This is an optimization exercise on Yosys and OpenROAD, whose aim is a short achievable clock period and few clock cycles, not a production implementation.
Only the layout flow was run in this run; the RTL was not checked for function there.
Power is estimated from default activity; no workload was simulated.

===== flow/run.sh =====
#!/bin/bash
# synth_recipe.tcl (not shown) runs the flow's synth.tcl, then flattens the netlist and writes it again
# the make line also repeats each setting of config.mk as NAME=value (left out here)
make -C /OpenROAD-flow-scripts/flow DESIGN_CONFIG=/design/flow/config.mk WORK_HOME=/design/flow/orfs CLKGATE_MAP_FILE= SYNTH_SCRIPT=/design/flow/synth_recipe.tcl finish

===== flow/config.mk =====
export PLATFORM = sky130hd
export DESIGN_NAME = tcpu_core
export DESIGN_NICKNAME = tcpu_core
export VERILOG_FILES = /design/flow/design.v
export SDC_FILE = /design/flow/constraint.sdc
export NUM_CORES = 4
export LEC_CHECK = 0
export CAP_MARGIN = 20
export CORE_MARGIN = 2
export CORE_UTILIZATION = 40
export SLEW_MARGIN = 20

===== flow/constraint.sdc =====
create_clock -name core_clock -period 6.0 [get_ports {clk}]
set_input_delay 1.2000 -clock core_clock [delete_from_list [all_inputs] [get_ports {clk}]]
set_output_delay 1.2000 -clock core_clock [all_outputs]
set_load 0.01 [all_outputs]

===== flow/design.v =====
module tcpu_core (
    input  wire       clk,
    input  wire       rst,
    input  wire       start,
    input  wire [15:0] budget,
    output reg        mem_req,
    output reg        mem_we,
    output reg  [7:0] mem_addr,
    output reg  [7:0] mem_wdata,
    input  wire       mem_ready,
    input  wire [7:0] mem_rdata,
    output reg        tty_valid,
    output reg  [7:0] tty_data,
    output reg  [2:0] status,
    output reg  [7:0] acc,
    output reg  [7:0] pc,
    output reg  [7:0] ir,
    output reg        cf,
    output reg        zf
);
    localparam [2:0] ST_READY   = 3'd0,
                     ST_RUNNING = 3'd1,
                     ST_HALTED  = 3'd2,
                     ST_BUDGET  = 3'd3,
                     ST_DECODE  = 3'd4,
                     ST_UNIMPL  = 3'd5;
    localparam [3:0] S_IDLE   = 4'd0,
                     S_FETCH  = 4'd1,    
                     S_REFILL = 4'd2,    
                     S_DEC    = 4'd3,    
                     S_X1     = 4'd4,
                     S_X2     = 4'd5,
                     S_X3     = 4'd6,
                     S_SPR1   = 4'd7,    
                     S_SPR2   = 4'd8;    
    localparam [7:0] OP_LDI  = 8'h00, OP_LDR  = 8'h01, OP_LDRI = 8'h02,
                     OP_ADDI = 8'h03, OP_ADDR = 8'h04, OP_SUBI = 8'h05,
                     OP_SUBR = 8'h06, OP_STR  = 8'h07, OP_STRI = 8'h08,
                     OP_JMP  = 8'h09, OP_JEQ  = 8'h0A, OP_JCS  = 8'h0B,
                     OP_JMPI = 8'h0C, OP_JEQI = 8'h0D, OP_TTYI = 8'h0E,
                     OP_TTYO = 8'h0F, OP_HALT = 8'h10, OP_ROL  = 8'h11,
                     OP_INXR = 8'h12, OP_DEXR = 8'h13, OP_ASL  = 8'h14,
                     OP_NANDI= 8'h15, OP_NANDR= 8'h16, OP_NOP  = 8'h17,
                     OP_AINC = 8'h18, OP_ADEC = 8'h19, OP_RINC = 8'h1A,
                     OP_RDEC = 8'h1B, OP_RSP  = 8'h1C, OP_PHA  = 8'h1D,
                     OP_PLA  = 8'h1E, OP_JSR  = 8'h1F, OP_RTS  = 8'h20,
                     OP_LDSA = 8'h21, OP_STSA = 8'h22, OP_SINC = 8'h23,
                     OP_PHI  = 8'h24;
    reg [3:0]  state;
    reg        keep_ir;     
    reg [7:0]  b1;          
    reg [7:0]  b2;          
    reg [7:0]  w;           
    reg [7:0]  nxt;         
    reg [7:0]  spc;         
    reg        spv;         
    reg        bud_en;      
    reg [14:0] bud_cnt;     
    reg [7:0]  hold;        
    reg        use_hold;
    wire [7:0] rd = use_hold ? hold : mem_rdata;
    wire       en = mem_ready | ~mem_req;
    wire       bud_zero = bud_en && (bud_cnt == 15'd0);
    wire       is_sub  = (ir == OP_SUBI) || (ir == OP_SUBR);
    wire [8:0] alu_sum = {1'b0, acc} + {1'b0, is_sub ? ~rd : rd} + {8'd0, is_sub};
    wire [7:0] rd_inc  = rd + 8'd1;
    wire [7:0] rd_dec  = rd - 8'd1;
    wire [7:0] spc_inc = spc + 8'd1;
    wire [7:0] spc_dec = spc - 8'd1;
    wire [7:0] spc_2   = spc + 8'd2;
    wire [7:0] pc_inc  = pc + 8'd1;
    wire [7:0] pc_2    = pc + 8'd2;
    reg [3:0]  n_state;
    reg        n_keep;
    reg [2:0]  n_status;
    reg [7:0]  n_acc, n_pc, n_ir, n_b1, n_b2, n_w, n_nxt;
    reg        n_cf, n_zf, n_wa;
    reg [7:0]  n_a;
    reg        n_tty;
    reg        n_spv_clr;
    reg        n_bud_step;
    reg        done;
    reg [7:0]  end_pc;      
    reg [3:0]  cont_state;
    reg [7:0]  cont_pc;
    reg        cont_ir_w;
    reg [7:0]  cont_ir;
    reg        cont_keep;
    always @* begin
        mem_req   = 1'b0;
        mem_we    = 1'b0;
        mem_addr  = pc;
        mem_wdata = acc;
        n_state   = state;
        n_keep    = keep_ir;
        n_status  = status;
        n_pc      = pc;
        n_ir      = ir;
        n_b1      = b1;
        n_b2      = b2;
        n_w       = w;
        n_nxt     = nxt;
        n_wa      = 1'b0;
        n_a       = rd;
        n_cf      = cf;
        n_tty     = 1'b0;
        n_spv_clr = 1'b0;
        done      = 1'b0;
        end_pc    = pc;
        cont_state = S_REFILL;
        cont_pc   = pc;
        cont_ir_w = 1'b0;
        cont_ir   = rd;
        cont_keep = 1'b0;
        case (state)
            S_IDLE: begin
                if (status == ST_READY && start) begin
                    n_status  = ST_RUNNING;
                    n_state   = S_FETCH;
                    n_pc      = 8'h00;
                    n_spv_clr = 1'b1;
                end
            end
            S_FETCH: begin
                mem_req = 1'b1; mem_addr = pc;
                n_state = S_REFILL; n_keep = 1'b0;
            end
            S_REFILL: begin
                mem_req = 1'b1; mem_addr = pc_inc;
                if (!keep_ir) n_ir = rd;
                n_pc = pc_inc;
                n_state = S_DEC;
            end
            S_SPR1: begin
                mem_req = 1'b1; mem_addr = 8'hFF;
                n_state = S_SPR2;
            end
            S_SPR2: begin
                mem_req = 1'b1; mem_addr = pc;
                n_state = S_DEC;
            end
            default: begin
                case (ir)
                    OP_LDI, OP_ADDI, OP_SUBI, OP_NANDI, OP_ASL: begin
                        mem_req = 1'b1; mem_addr = pc_inc;
                        n_wa = 1'b1;
                        case (ir)
                            OP_LDI:   n_a = rd;
                            OP_NANDI: n_a = ~(acc & rd);
                            OP_ASL:   n_a = {acc[6:0], acc[7]};
                            default:  begin n_a = alu_sum[7:0]; n_cf = alu_sum[8]; end
                        endcase
                        done = 1'b1; end_pc = pc_inc; cont_pc = pc_inc;
                    end
                    OP_LDR, OP_ADDR, OP_SUBR, OP_NANDR: begin
                        mem_req = 1'b1;
                        if (state == S_DEC) begin
                            mem_addr = rd; n_state = S_X1;
                        end else begin
                            mem_addr = pc_inc;
                            n_wa = 1'b1;
                            case (ir)
                                OP_LDR:   n_a = rd;
                                OP_NANDR: n_a = ~(acc & rd);
                                default:  begin n_a = alu_sum[7:0]; n_cf = alu_sum[8]; end
                            endcase
                            done = 1'b1; end_pc = pc_inc; cont_pc = pc_inc;
                        end
                    end
                    OP_LDRI: begin
                        mem_req = 1'b1;
                        if (state == S_DEC) begin
                            mem_addr = rd; n_state = S_X1;
                        end else if (state == S_X1) begin
                            mem_addr = rd; n_state = S_X2;
                        end else begin
                            mem_addr = pc_inc;
                            n_wa = 1'b1; n_a = rd;
                            done = 1'b1; end_pc = pc_inc; cont_pc = pc_inc;
                        end
                    end
                    OP_STR: begin
                        mem_req = 1'b1; mem_we = 1'b1; mem_addr = rd; mem_wdata = acc;
                        done = 1'b1; end_pc = pc_inc; cont_pc = pc_inc; cont_state = S_FETCH;
                    end
                    OP_STRI: begin
                        mem_req = 1'b1;
                        if (state == S_DEC) begin
                            mem_addr = rd; n_state = S_X1;
                        end else begin
                            mem_we = 1'b1; mem_addr = rd; mem_wdata = acc;
                            done = 1'b1; end_pc = pc_2; cont_pc = pc_2; cont_state = S_FETCH;
                        end
                    end
                    OP_JMP, OP_JEQ, OP_JCS: begin
                        mem_req = 1'b1;
                        if (ir == OP_JMP || (ir == OP_JEQ && zf) || (ir == OP_JCS && cf)) begin
                            mem_addr = rd; end_pc = rd; cont_pc = rd;
                        end else begin
                            mem_addr = pc_inc; end_pc = pc_inc; cont_pc = pc_inc;
                        end
                        done = 1'b1;
                    end
                    OP_JMPI, OP_JEQI: begin
                        mem_req = 1'b1;
                        if (ir == OP_JEQI && !zf) begin
                            mem_addr = pc_2; end_pc = pc_2; cont_pc = pc_2;
                            done = 1'b1;
                        end else if (state == S_DEC) begin
                            mem_addr = rd; n_state = S_X1;
                        end else begin
                            mem_addr = rd; end_pc = rd; cont_pc = rd;
                            done = 1'b1;
                        end
                    end
                    OP_TTYO, OP_ROL, OP_NOP, OP_AINC, OP_ADEC: begin
                        mem_req = 1'b1; mem_addr = pc_inc;
                        case (ir)
                            OP_TTYO: n_tty = 1'b1;
                            OP_ROL:  begin n_wa = 1'b1; n_a = {acc[6:0], 1'b0}; end
                            OP_AINC: begin n_wa = 1'b1; n_a = acc + 8'd1; end
                            OP_ADEC: begin n_wa = 1'b1; n_a = acc - 8'd1; end
                            default: ;
                        endcase
                        done = 1'b1; end_pc = pc;
                        cont_state = S_DEC; cont_pc = pc_inc; cont_ir_w = 1'b1; cont_ir = rd;
                    end
                    OP_INXR, OP_DEXR: begin
                        mem_req = 1'b1;
                        case (state)
                            S_DEC: begin
                                mem_addr = rd; n_b1 = rd; n_state = S_X1;
                            end
                            S_X1: begin
                                mem_addr = pc_inc; n_w = rd; n_state = S_X2;
                            end
                            S_X2: begin
                                mem_addr = pc_2;
                                n_w = (ir == OP_INXR) ? w + rd : w - rd;
                                n_state = S_X3;
                            end
                            default: begin
                                mem_we = 1'b1; mem_addr = b1; mem_wdata = w;
                                done = 1'b1; end_pc = pc_2; cont_pc = pc_2;
                                cont_ir_w = 1'b1; cont_ir = (b1 == pc_2) ? w : rd;
                                cont_keep = 1'b1;
                            end
                        endcase
                    end
                    OP_RINC, OP_RDEC: begin
                        mem_req = 1'b1;
                        case (state)
                            S_DEC: begin
                                mem_addr = rd; n_b1 = rd; n_state = S_X1;
                            end
                            S_X1: begin
                                mem_addr = pc_inc;
                                n_wa = 1'b1; n_a = (ir == OP_RINC) ? rd_inc : rd_dec;
                                n_w = n_a;
                                n_state = S_X2;
                            end
                            default: begin
                                mem_we = 1'b1; mem_addr = b1; mem_wdata = w;
                                done = 1'b1; end_pc = pc_inc; cont_pc = pc_inc;
                                cont_ir_w = 1'b1; cont_ir = (b1 == pc_inc) ? w : rd;
                                cont_keep = 1'b1;
                            end
                        endcase
                    end
                    OP_RSP: begin
                        mem_req = 1'b1; mem_we = 1'b1; mem_addr = 8'hFF; mem_wdata = 8'hFE;
                        done = 1'b1; end_pc = pc; cont_pc = pc;
                        cont_ir_w = 1'b1; cont_ir = (pc == 8'hFF) ? 8'hFE : rd;
                        cont_keep = 1'b1;
                    end
                    OP_PHA, OP_PHI: begin
                        if (state == S_DEC && !spv) begin
                            n_state = S_SPR1;
                        end else if (state == S_DEC) begin
                            mem_req = 1'b1; mem_we = 1'b1; mem_addr = spc;
                            mem_wdata = (ir == OP_PHA) ? acc : rd;
                            n_w = spc_dec; n_state = S_X1;
                        end else begin
                            mem_req = 1'b1; mem_we = 1'b1; mem_addr = 8'hFF; mem_wdata = w;
                            done = 1'b1; end_pc = pc_inc; cont_pc = pc_inc; cont_state = S_FETCH;
                        end
                    end
                    OP_JSR: begin
                        if (state == S_DEC && !spv) begin
                            n_state = S_SPR1;
                        end else begin
                            mem_req = 1'b1;
                            case (state)
                                S_DEC: begin
                                    mem_addr = pc_inc; n_b1 = rd; n_w = spc_dec; n_state = S_X1;
                                end
                                S_X1: begin
                                    mem_we = 1'b1; mem_addr = spc; mem_wdata = b1;
                                    n_b2 = rd; n_state = S_X2;
                                end
                                S_X2: begin
                                    mem_we = 1'b1; mem_addr = 8'hFF; mem_wdata = w;
                                    n_state = S_X3;
                                end
                                default: begin
                                    mem_addr = b2;
                                    done = 1'b1; end_pc = b2; cont_pc = b2;
                                end
                            endcase
                        end
                    end
                    OP_RTS: begin
                        if (state == S_DEC && !spv) begin
                            n_state = S_SPR1;
                        end else begin
                            mem_req = 1'b1;
                            case (state)
                                S_DEC: begin
                                    mem_we = 1'b1; mem_addr = 8'hFF; mem_wdata = spc_inc;
                                    n_state = S_X1;
                                end
                                S_X1: begin
                                    mem_addr = spc; n_state = S_X2;
                                end
                                default: begin
                                    mem_addr = rd;
                                    done = 1'b1; end_pc = rd; cont_pc = rd;
                                end
                            endcase
                        end
                    end
                    OP_PLA: begin
                        if (state == S_DEC && !spv) begin
                            n_state = S_SPR1;
                        end else begin
                            mem_req = 1'b1;
                            case (state)
                                S_DEC: begin
                                    mem_we = 1'b1; mem_addr = 8'hFF; mem_wdata = spc_inc;
                                    n_nxt = (pc == 8'hFF) ? spc_inc : rd;
                                    n_state = S_X1;
                                end
                                S_X1: begin
                                    mem_addr = spc; n_state = S_X2;
                                end
                                default: begin
                                    mem_addr = pc_inc;
                                    n_wa = 1'b1; n_a = rd;
                                    done = 1'b1; end_pc = pc;
                                    cont_state = S_DEC; cont_pc = pc_inc;
                                    cont_ir_w = 1'b1; cont_ir = nxt;
                                end
                            endcase
                        end
                    end
                    OP_LDSA: begin
                        if (state == S_DEC && !spv) begin
                            n_state = S_SPR1;
                        end else begin
                            mem_req = 1'b1;
                            if (state == S_DEC) begin
                                mem_addr = spc_2; n_nxt = rd; n_state = S_X1;
                            end else begin
                                mem_addr = pc_inc;
                                n_wa = 1'b1; n_a = rd;
                                done = 1'b1; end_pc = pc;
                                cont_state = S_DEC; cont_pc = pc_inc;
                                cont_ir_w = 1'b1; cont_ir = nxt;
                            end
                        end
                    end
                    OP_STSA: begin
                        if (!spv) begin
                            n_state = S_SPR1;
                        end else begin
                            mem_req = 1'b1; mem_we = 1'b1; mem_addr = spc_2; mem_wdata = acc;
                            done = 1'b1; end_pc = pc_inc; cont_pc = pc_inc; cont_state = S_FETCH;
                        end
                    end
                    OP_SINC: begin
                        if (!spv) begin
                            n_state = S_SPR1;
                        end else begin
                            mem_req = 1'b1; mem_we = 1'b1; mem_addr = 8'hFF; mem_wdata = spc_inc;
                            done = 1'b1; end_pc = pc_inc; cont_pc = pc_inc; cont_state = S_FETCH;
                        end
                    end
                    OP_HALT: begin
                        n_status = ST_HALTED; n_state = S_IDLE;
                    end
                    OP_TTYI: begin
                        n_status = ST_UNIMPL; n_state = S_IDLE;
                    end
                    default: begin
                        n_status = ST_DECODE; n_state = S_IDLE;
                    end
                endcase
                if (done) begin
                    if (bud_zero) begin
                        n_status = ST_BUDGET;
                        n_state  = S_IDLE;
                        n_pc     = end_pc;
                    end else begin
                        n_state  = cont_state;
                        n_pc     = cont_pc;
                        n_keep   = cont_keep;
                        if (cont_ir_w) n_ir = cont_ir;
                    end
                end
            end
        endcase
    end
    always @(posedge clk) begin
        tty_valid <= 1'b0;
        if (rst) begin
            state     <= S_IDLE;
            status    <= ST_READY;
            acc       <= 8'h00;
            pc        <= 8'h00;
            ir        <= 8'h00;
            cf        <= 1'b0;
            zf        <= 1'b1;
            use_hold  <= 1'b0;
            spv       <= 1'b0;
            keep_ir   <= 1'b0;
            bud_en    <= 1'b0;
            bud_cnt   <= 15'd0;
        end else if (!en) begin
            if (!use_hold) begin
                hold     <= mem_rdata;
                use_hold <= 1'b1;
            end
        end else begin
            use_hold <= 1'b0;
            state    <= n_state;
            keep_ir  <= n_keep;
            status   <= n_status;
            pc       <= n_pc;
            ir       <= n_ir;
            b1       <= n_b1;
            b2       <= n_b2;
            w        <= n_w;
            nxt      <= n_nxt;
            cf       <= n_cf;
            if (n_wa) begin
                acc <= n_a;
                zf  <= (n_a == 8'h00);
            end
            if (n_tty) begin
                tty_valid <= 1'b1;
                tty_data  <= acc;
            end
            if (n_spv_clr) spv <= 1'b0;
            if (state == S_SPR2) begin
                spc <= rd;
                spv <= 1'b1;
            end
            if (mem_req && mem_we && mem_addr == 8'hFF) begin
                spc <= mem_wdata;
                spv <= 1'b1;
            end
            if (state == S_IDLE && n_status == ST_RUNNING) begin
                bud_en  <= (budget != 16'd0) && !budget[15];
                bud_cnt <= budget[14:0];
            end else if (done && !bud_zero && bud_en) begin
                bud_cnt <= bud_cnt - 15'd1;
            end
        end
    end
endmodule

==> results.txt <==
[state kept, by name, summed over array words and instances (netlist names)]
name       count
keep_ir        1
status         3
bud_cnt       15
zf             1
tty_data       8
use_hold       1
acc            8
ir             8
cf             1
spv            1
hold           8
b1             8
tty_valid      1
nxt            8
spc            8
bud_en         1
state          4
w              8
pc             8
b2             8
[power by group]
group	internal, mW	switching (mW)	leakage (nW)
combinational	0.907	1.97	4.75
clock	0.287	0.348	0.134
sequential	0.872	0.121	0.939
[cell families (layout without fill, tap and decap cells)]
logic type,Yosys count,in the layout
and+or+nand+nor,720,720
DFF,109,109
AOI/OAI and AO/OA,827,827
muxes,29,29
adders and majority gates,43,43
buffers and inverters,237,312
xor gates and xnor gates,91,91
other,0,3
[metrics by stage]
| stage | setup WS, ns | util (%) | instances | power [mW] |
|---|---|---|---|---|
| final | 0.1588 | 46.90 | 2595 | 4.500 |
| after global routing | 0.1167 | 46.88 | 2592 | 4.628 |
| after CTS | 0.3221 | 46.81 | 2591 | 4.327 |
| after detailed placement | 0.7543 | 46.05 | 2575 | 3.696 |
| after global placement | 0.7921 | 46.02 | 2575 | 3.675 |
| after floorplan | 1.444 | - | 2056 | 2.595 |
[final cells by class]
class                   instances  area share (%)
flip-flops and latches        109           16.38
clock inverters                 6          0.2687
well taps                     461           3.441
diodes                          3         0.04478
multi-input cells            1710           65.12
repair buffers                244           12.21
clock buffers                  10           1.366
inverters                      52           1.164
[cells in the mapped netlist, types with 22 or more instances]
| library cell | number | share of area [%] |
|---|---|---|
| a221oi_1 | 35 | 2.1 |
| nor2_1 | 224 | 5.8 |
| o211ai_1 | 37 | 1.9 |
| xor2_1 | 25 | 1.5 |
| o22ai_1 | 49 | 2.1 |
| ha_1 | 39 | 3.3 |
| nand3_1 | 51 | 1.7 |
| o221ai_1 | 25 | 1.5 |
| a31oi_1 | 38 | 1.6 |
| nor3_1 | 66 | 2.3 |
| inv_1 | 47 | 1.2 |
| edfxtp_1 | 56 | 12 |
| o21ai_0 | 184 | 6.3 |
| xnor2_1 | 63 | 3.8 |
| dfxtp_1 | 53 | 7.3 |
| a22oi_1 | 31 | 1.6 |
| clkbuf_1 | 116 | 3.0 |
| nand2_1 | 200 | 5.1 |
| a21oi_1 | 178 | 6.1 |
| buf_2 | 41 | 1.4 |
| nand2b_1 | 22 | 0.94 |
| a211oi_1 | 45 | 2.3 |
[layer usage]
layer	share of wire (%)	vias to the layer above	track usage, %
li1	-	8015	-
met1	37	9318	61.18
met2	40	1829	67.91
met3	16	434	17.15
met4	7.6	4	29.91
met5	0.029	-	0
[critical path: cells and delay by family, from the launching register on]
kind	cells	cell delay, ns
AOI/OAI and AO/OA	4	1.24
buffers and inverters	5	1.48
and+or+nand+nor	3	1.10
DFF	1	0.41
[cell usage in the layout, fill, tap and decap left out, drive strengths merged, types with 10 or more instances in the layout]
| cell type | n |
|---|---|
| a2111oi | 11 |
| a21o | 14 |
| mux2i | 19 |
| clkdlybuf4s50 | 82 |
| a31oi | 39 |
| a221oi | 37 |
| or3 | 10 |
| clkbuf | 11 |
| nor3 | 79 |
| nand2b | 22 |
| o211ai | 38 |
| o221ai | 25 |
| dfxtp | 53 |
| nor2 | 226 |
| o32ai | 16 |
| o21ai | 193 |
| and3 | 18 |
| inv | 53 |
| nand4 | 14 |
| a32oi | 11 |
| edfxtp | 56 |
| mux2 | 10 |
| a22oi | 31 |
| xnor2 | 63 |
| nor2b | 17 |
| o2111ai | 14 |
| ha | 39 |
| nor4 | 19 |
| o22ai | 50 |
| a21oi | 179 |
| buf | 161 |
| nand3 | 53 |
| nand2 | 201 |
| xor2 | 25 |
| a211oi | 47 |
[worst min-delay path by stage]
stage	endpoint	slack [ns]
after floorplan	bud_cnt[14]$_SDFFE_PP0P_	0.45
after global placement	bud_cnt[14]$_SDFFE_PP0P_	0.46
after detailed placement	bud_cnt[14]$_SDFFE_PP0P_	0.47
after CTS	bud_cnt[14]$_SDFFE_PP0P_	0.48
after global routing	bud_cnt[10]$_SDFFE_PP0P_	0.50
final	bud_cnt[14]$_SDFFE_PP0P_	0.48
==> results.toml <==
[outcome]
status = "no timing/DRC/antenna violations"

[sta]
post-route-min-period_ns = 5.841
timing.fmax_ghz = 0.1712
report.final.slew_viol_count = 0
slew_headroom_pct = 17.96
period_share_pct = 97.35
fin_worst_skew_ns = 0.01640
worstMarginPinSlew_ns = 1.222
setup_viol = 0
grt_setup_unrepaired = "no"
finalHoldViolations = 0
setup_tns_ns = 0
holdWs_ns = 0.4805

[floorplan]
coreArea_um2 = 35740
die_h_um = 195
ios = 84
rows = 69
start_util_pct = 40.83
dieWidth_um = 195
dieArea_um2 = 38030

[clock_tree]
numCtsBuffers = 9
clock-sinks = 109
cts_root_buffer = "clkbuf_16"
cts_tree = "yes"
cts-resized-gates = 0
cts_hold_buf = 0
cts.path.max_buffers = 2
htree_levels = 3
clk_pin_slew_ns = 0.09
clkLatencyLatePin_ns = 0.41
post-cts-setup-buffers = 0

[critical_path]
crit_start = "ir[4]$_SDFFE_PP0P_"
r2r-end = "zf$_SDFFE_PP1P_"
cpMostUsedCell = "buf_4"
crit_end = "mem_addr[1]"
reg2reg_from = "ir[4]$_SDFFE_PP0P_"
crit_type = "reg -> out"
path_max_fanout = 12
reg2reg_depth = 16
critical_path_arrival_ns = 4.64
required_ns = 4.80
cp_cell_sequence = "buf_4 -> or4_1 -> buf_4 -> nor3_2 -> buf_4 -> a21oi_1 -> nand4b_1 -> a211oi_2 -> buf_4 -> a2111oi_0 -> a31oi_1 -> clkdlybuf4s50_1"
crit_slowest_cell = "or4_1"
start_kind = "flop"
r2r_slack_ns = 0.53
cp-end-kind = "output port"
max_stage_delay_ns = 0.70

[global_route]
grt_pass1_wl_mm = 132.0
grt_antenna_before_repair = 4
grt-ovfl-total = 0
track_usage_pct = 47.76
grt_pass1_vias = 18120
grt_max_degree = 57

[cells_and_area]
multi_input_area_um2 = 10920
design_area_um2 = 16760
final_nets = 2197
syn2layout_area_growth_pct = 14.88
drive_gt1_share_pct = 12.20
fill_cells = 3675
regArea_um2 = 2746

[synthesis]
postSynthAreaPerCell_um2 = 7.098
ys_warn_count = 1
syn_area_um2 = 14590
synth-compound-area-share_pct = 38.33
synth_simple_gate_area_share_pct = 24.23
synth-seq-cells = 109
syn_inst = 2056
synth_xor_area_share_pct = 5.745
synth-edff-count = 56
yosys_most_used_dff = "edfxtp_1"
async_reset_ff_share_pct = 0
yosysSeqAreaShare_pct = 18.79
synth_cell_types = 109
synth_top_family_by_area = "compound AO/OA/AOI/OAI gates"
syn_nets = 2127
muxShareOfSynthArea_pct = 2.075
synthAdderAreaFrac_pct = 3.893

[route]
wl_per_cell_um = 35.70
wl_mm = 92.63
drt_iter0_markers = 3519
vias = 19600
firstDrtPassIters = 8
antenna_left = 0
vias_per_cell = 7.553
drcViolationCount = 0

[min_path]
min_path_cells = 2
hold_start = "bud_cnt[14]$_SDFFE_PP0P_"
hold_path.class = "reg -> reg"

[placed_design]
placedInstanceArea_um2 = 16460
dpl.hpwl_mm = 68.77
globalplace.congestion = 1.118
io_buffers = 83

[pwr]
p_leak_nw = 5.821
p_per_area_nw_per_um2 = 268.5
irDropWorstVdd_uv = 234.5

[run]
drv_cap = 0

what the ideal ports hide:
Ports are ideal in the flow. The routed layout listed here was re-timed in OpenROAD.
Step 1 assumes that a clkbuf_16 drives the clock port and a buf_2 every other input.
Step 2 times the ports against the registers' clock, not the clock port: input delays grow and output delays shrink by t, the midpoint of the rising clock arrivals with the driver on.
Slacks: ideal / step 1 / step 2; pairs: ideal / step 1.
t (ns): 0.447
slack for setup (ns): 0.159 / 0.109 / 0.527
worst register clock-pin slew, ns: 0.09 / 0.09
worst data-port slew with drivers (ns): 0.04
cell pins on the clock port's net: 1
After both steps setup and hold are still met in this run. The setup slack of this run moves by -0.050 ns with the drivers and by +0.368 ns with both steps.
